Background: an optimization exercise with open tools, aiming at small area. Do not read the settings as production practice.
The RTL was checked by simulation tests, not by an equivalence proof against the original design.
Power is estimated from default activity; no workload was simulated.

==> flow/design.v (excerpt) <==
module tape_decoder (
    input  wire        clk,
    input  wire        rst,           
    input  wire        cfg_we,
    input  wire [1:0]  cfg_sel,       
    input  wire [31:0] cfg_data,
    input  wire        s_valid,
    input  wire [15:0] s_data,
    output wire        s_ready,
    input  wire        ev_ack,
    output reg  [1:0]  ev_pending,    
    output wire        fault,
    output wire [3:0]  fault_code,
    output reg  [3:0]  seq_len,
    output reg         byte_valid,
    output wire [7:0]  byte_data,
    output reg  [3:0]  byte_field,    
    output reg         blk_done,
    output wire [1:0]  blk_type,      
    output wire [7:0]  blk_len,
    output wire [63:0] name,          
    output wire [7:0]  ftype,
    output wire [7:0]  ascii,
    output wire [7:0]  gap,
    output wire [15:0] start_addr,
    output wire [15:0] load_addr
);
For scale: about 1100 cells after synthesis, about 330 flip-flops, about 14000 um^2 of cells after synthesis.
==> flow/config.mk <==
export PLATFORM = sky130hd
export DESIGN_NAME = tape_decoder
export DESIGN_NICKNAME = tape_decoder
export VERILOG_FILES = /design/flow/design.v
export SDC_FILE = /design/flow/constraint.sdc
export NUM_CORES = 4
export LEC_CHECK = 0
export CAP_MARGIN = 20
export CORE_MARGIN = 2
export CORE_UTILIZATION = 65
export SLEW_MARGIN = 20
export SYNTH_HIERARCHICAL = 1
==> flow/constraint.sdc <==
create_clock -name core_clock -period 10.0 [get_ports {clk}]
set_input_delay 2.0000 -clock core_clock [delete_from_list [all_inputs] [get_ports {clk}]]
set_output_delay 2.0000 -clock core_clock [all_outputs]
set_load 0.01 [all_outputs]
standard.sh (not shown) runs the stock make flow with config.mk's settings and CLKGATE_MAP_FILE= SYNTH_SCRIPT=/design/flow/synth_recipe.tcl, a recipe that flattens the netlist after the stock synthesis.
==> flow/flow/run.sh <==
#!/bin/bash
set -euo pipefail
CTS="-sink_clustering_enable -sink_clustering_size 20 -sink_clustering_max_diameter 60 -buf_list sky130_fd_sc_hd__clkbuf_8 -dont_use_dummy_load -repair_clock_nets"
bash standard.sh "BUFFER_PORTS_ARGS=-buffer_cell sky130_fd_sc_hd__buf_1" "CTS_ARGS=$CTS" finish > standard_flow.log 2>&1
==> next run, changes <==
==> flow/flow/run.sh (replaced) <==
#!/bin/bash
set -euo pipefail
here=$(pwd)
CTS="-sink_clustering_enable -sink_clustering_size 20 -sink_clustering_max_diameter 60 -buf_list sky130_fd_sc_hd__clkbuf_8 -dont_use_dummy_load -repair_clock_nets"
bash standard.sh "POST_FLOORPLAN_TCL=$here/flow/downsize.tcl" "BUFFER_PORTS_ARGS=-buffer_cell sky130_fd_sc_hd__buf_1" "CTS_ARGS=$CTS" finish > standard_flow.log 2>&1
==> flow/flow/downsize.tcl (new file) <==
# Run after floorplanning (POST_FLOORPLAN_TCL): give every combinational cell
# the smallest-area cell of its family (same function, other drive strength).
# The later repair steps size up again where slew, capacitance or timing need it.
# Registers, tie cells and physical cells are left alone.
set n 0
foreach inst [get_cells *] {
  set ref [get_property $inst ref_name]
  if { ![regexp {^(sky130_fd_sc_hd__[a-z0-9]+)_[0-9]+$} $ref -> base] } { continue }
  if { [regexp {__(df|edf|sdf|dl|sdl|conb|tap|fill|decap|diode)} $ref] } { continue }
  set best $ref
  set best_area [get_property [get_lib_cells */$ref] area]
  foreach lc [get_lib_cells */${base}_*] {
    set name [get_property $lc name]
    if { ![regexp "^${base}_\[0-9\]+\$" $name] } { continue }
    if { [get_property $lc dont_use] } { continue }
    set a [get_property $lc area]
    if { $a < $best_area } { set best $name; set best_area $a }
  }
  if { $best ne $ref } {
    replace_cell $inst [get_lib_cells */$best]
    incr n
  }
}
puts "downsize: $n cells resized"
Settings changed: CAP_MARGIN 20 to 0, CORE_UTILIZATION 65 to 72, SLEW_MARGIN 20 to 0.
Outcome:
- combinational power drops by 7.8%
- sequential share of layout area rises by 1.1 points
- via count grows by 2.6%
- utilization rises by 5.7 points
- synthesized area is unchanged
- setup slack loses 710 ps
- wire length is higher by 1.7%
- sequential power is about the same
- register-to-register slack gets worse by 710 ps
- non-clock buffer count decreases by 3
- die area falls by 9.5%

========
tape_decoder, a different RTL version from the one above (not shown whole).
For scale: roughly 1,100 cells after synthesis, about 320 flip-flops.
clock: 10.0 ns
lec_check: 0
cap_margin: 0
core_margin: 2
core_utilization: 72
slew_margin: 0
synth_hierarchical: 1
==> flow/flow/run.sh <==
#!/bin/bash
set -euo pipefail
here=$(pwd)
CTS="-sink_clustering_enable -sink_clustering_size 20 -sink_clustering_max_diameter 50 -buf_list sky130_fd_sc_hd__clkbuf_8 -dont_use_dummy_load -repair_clock_nets"
bash standard.sh "POST_FLOORPLAN_TCL=$here/flow/downsize.tcl" "BUFFER_PORTS_ARGS=-buffer_cell sky130_fd_sc_hd__buf_1" "CTS_ARGS=$CTS" finish > standard_flow.log 2>&1
==> flow/flow/downsize.tcl <==
# Run after floorplanning (POST_FLOORPLAN_TCL): give every combinational cell
# the smallest-area cell of its family (same function, other drive strength).
# The later repair steps size up again where slew, capacitance or timing need it.
# Registers, tie cells and physical cells are left alone.
set n 0
foreach inst [get_cells *] {
  set ref [get_property $inst ref_name]
  if { ![regexp {^(sky130_fd_sc_hd__[a-z0-9]+)_[0-9]+$} $ref -> base] } { continue }
  if { [regexp {__(df|edf|sdf|dl|sdl|conb|tap|fill|decap|diode)} $ref] } { continue }
  set best $ref
  set best_area [get_property [get_lib_cells */$ref] area]
  foreach lc [get_lib_cells */${base}_*] {
    set name [get_property $lc name]
    if { ![regexp "^${base}_\[0-9\]+\$" $name] } { continue }
    if { [get_property $lc dont_use] } { continue }
    set a [get_property $lc area]
    if { $a < $best_area } { set best $name; set best_area $a }
  }
  if { $best ne $ref } {
    replace_cell $inst [get_lib_cells */$best]
    incr n
  }
}
puts "downsize: $n cells resized"
Change:
==> flow/flow/run.sh (replaced) <==
#!/bin/bash
set -euo pipefail
here=$(pwd)
CTS="-sink_clustering_enable -sink_clustering_size 18 -sink_clustering_max_diameter 55 -buf_list sky130_fd_sc_hd__clkbuf_8 -dont_use_dummy_load -repair_clock_nets"
bash standard.sh "POST_FLOORPLAN_TCL=$here/flow/downsize.tcl" "BUFFER_PORTS_ARGS=-buffer_cell sky130_fd_sc_hd__buf_1" "CTS_ARGS=$CTS" finish > standard_flow.log 2>&1
Outcome: The new run went through all stages and came out clean; utilization falls by 0.15 points; routed wire length falls slightly; final cell count barely changes; total power falls slightly; worst setup slack improved by 40 ps; cell area is about the same; sequential share of layout area rises by 0.12 points; clock skew stays flat.

port drivers added, routing unchanged:
Ports are ideal in the flow. The routed layouts listed here were re-timed in OpenROAD. Step 1 sets driving cells, clkbuf_16 on the clock port and buf_2 on the other inputs (assumed; they add their load-dependent delay and slew). Step 2 also shifts input and output timing later by t, the mid clock arrival at the registers, as if the neighbouring blocks saw the same clock. Slacks: ideal / step 1 / step 2; pairs: ideal / step 1.
run	t (ns)	setup WS [ns]	pins driven straight from the clock port
the first run of note 1	0.583	2.283 / 2.283 / 2.283	1
the second run of note 1	0.572	1.573 / 1.573 / 1.573	1
the first run of note 2	0.571	1.684 / 1.684 / 1.684	1
the second run of note 2	0.571	1.723 / 1.723 / 1.723	1
After both steps every run listed still meets setup and hold.
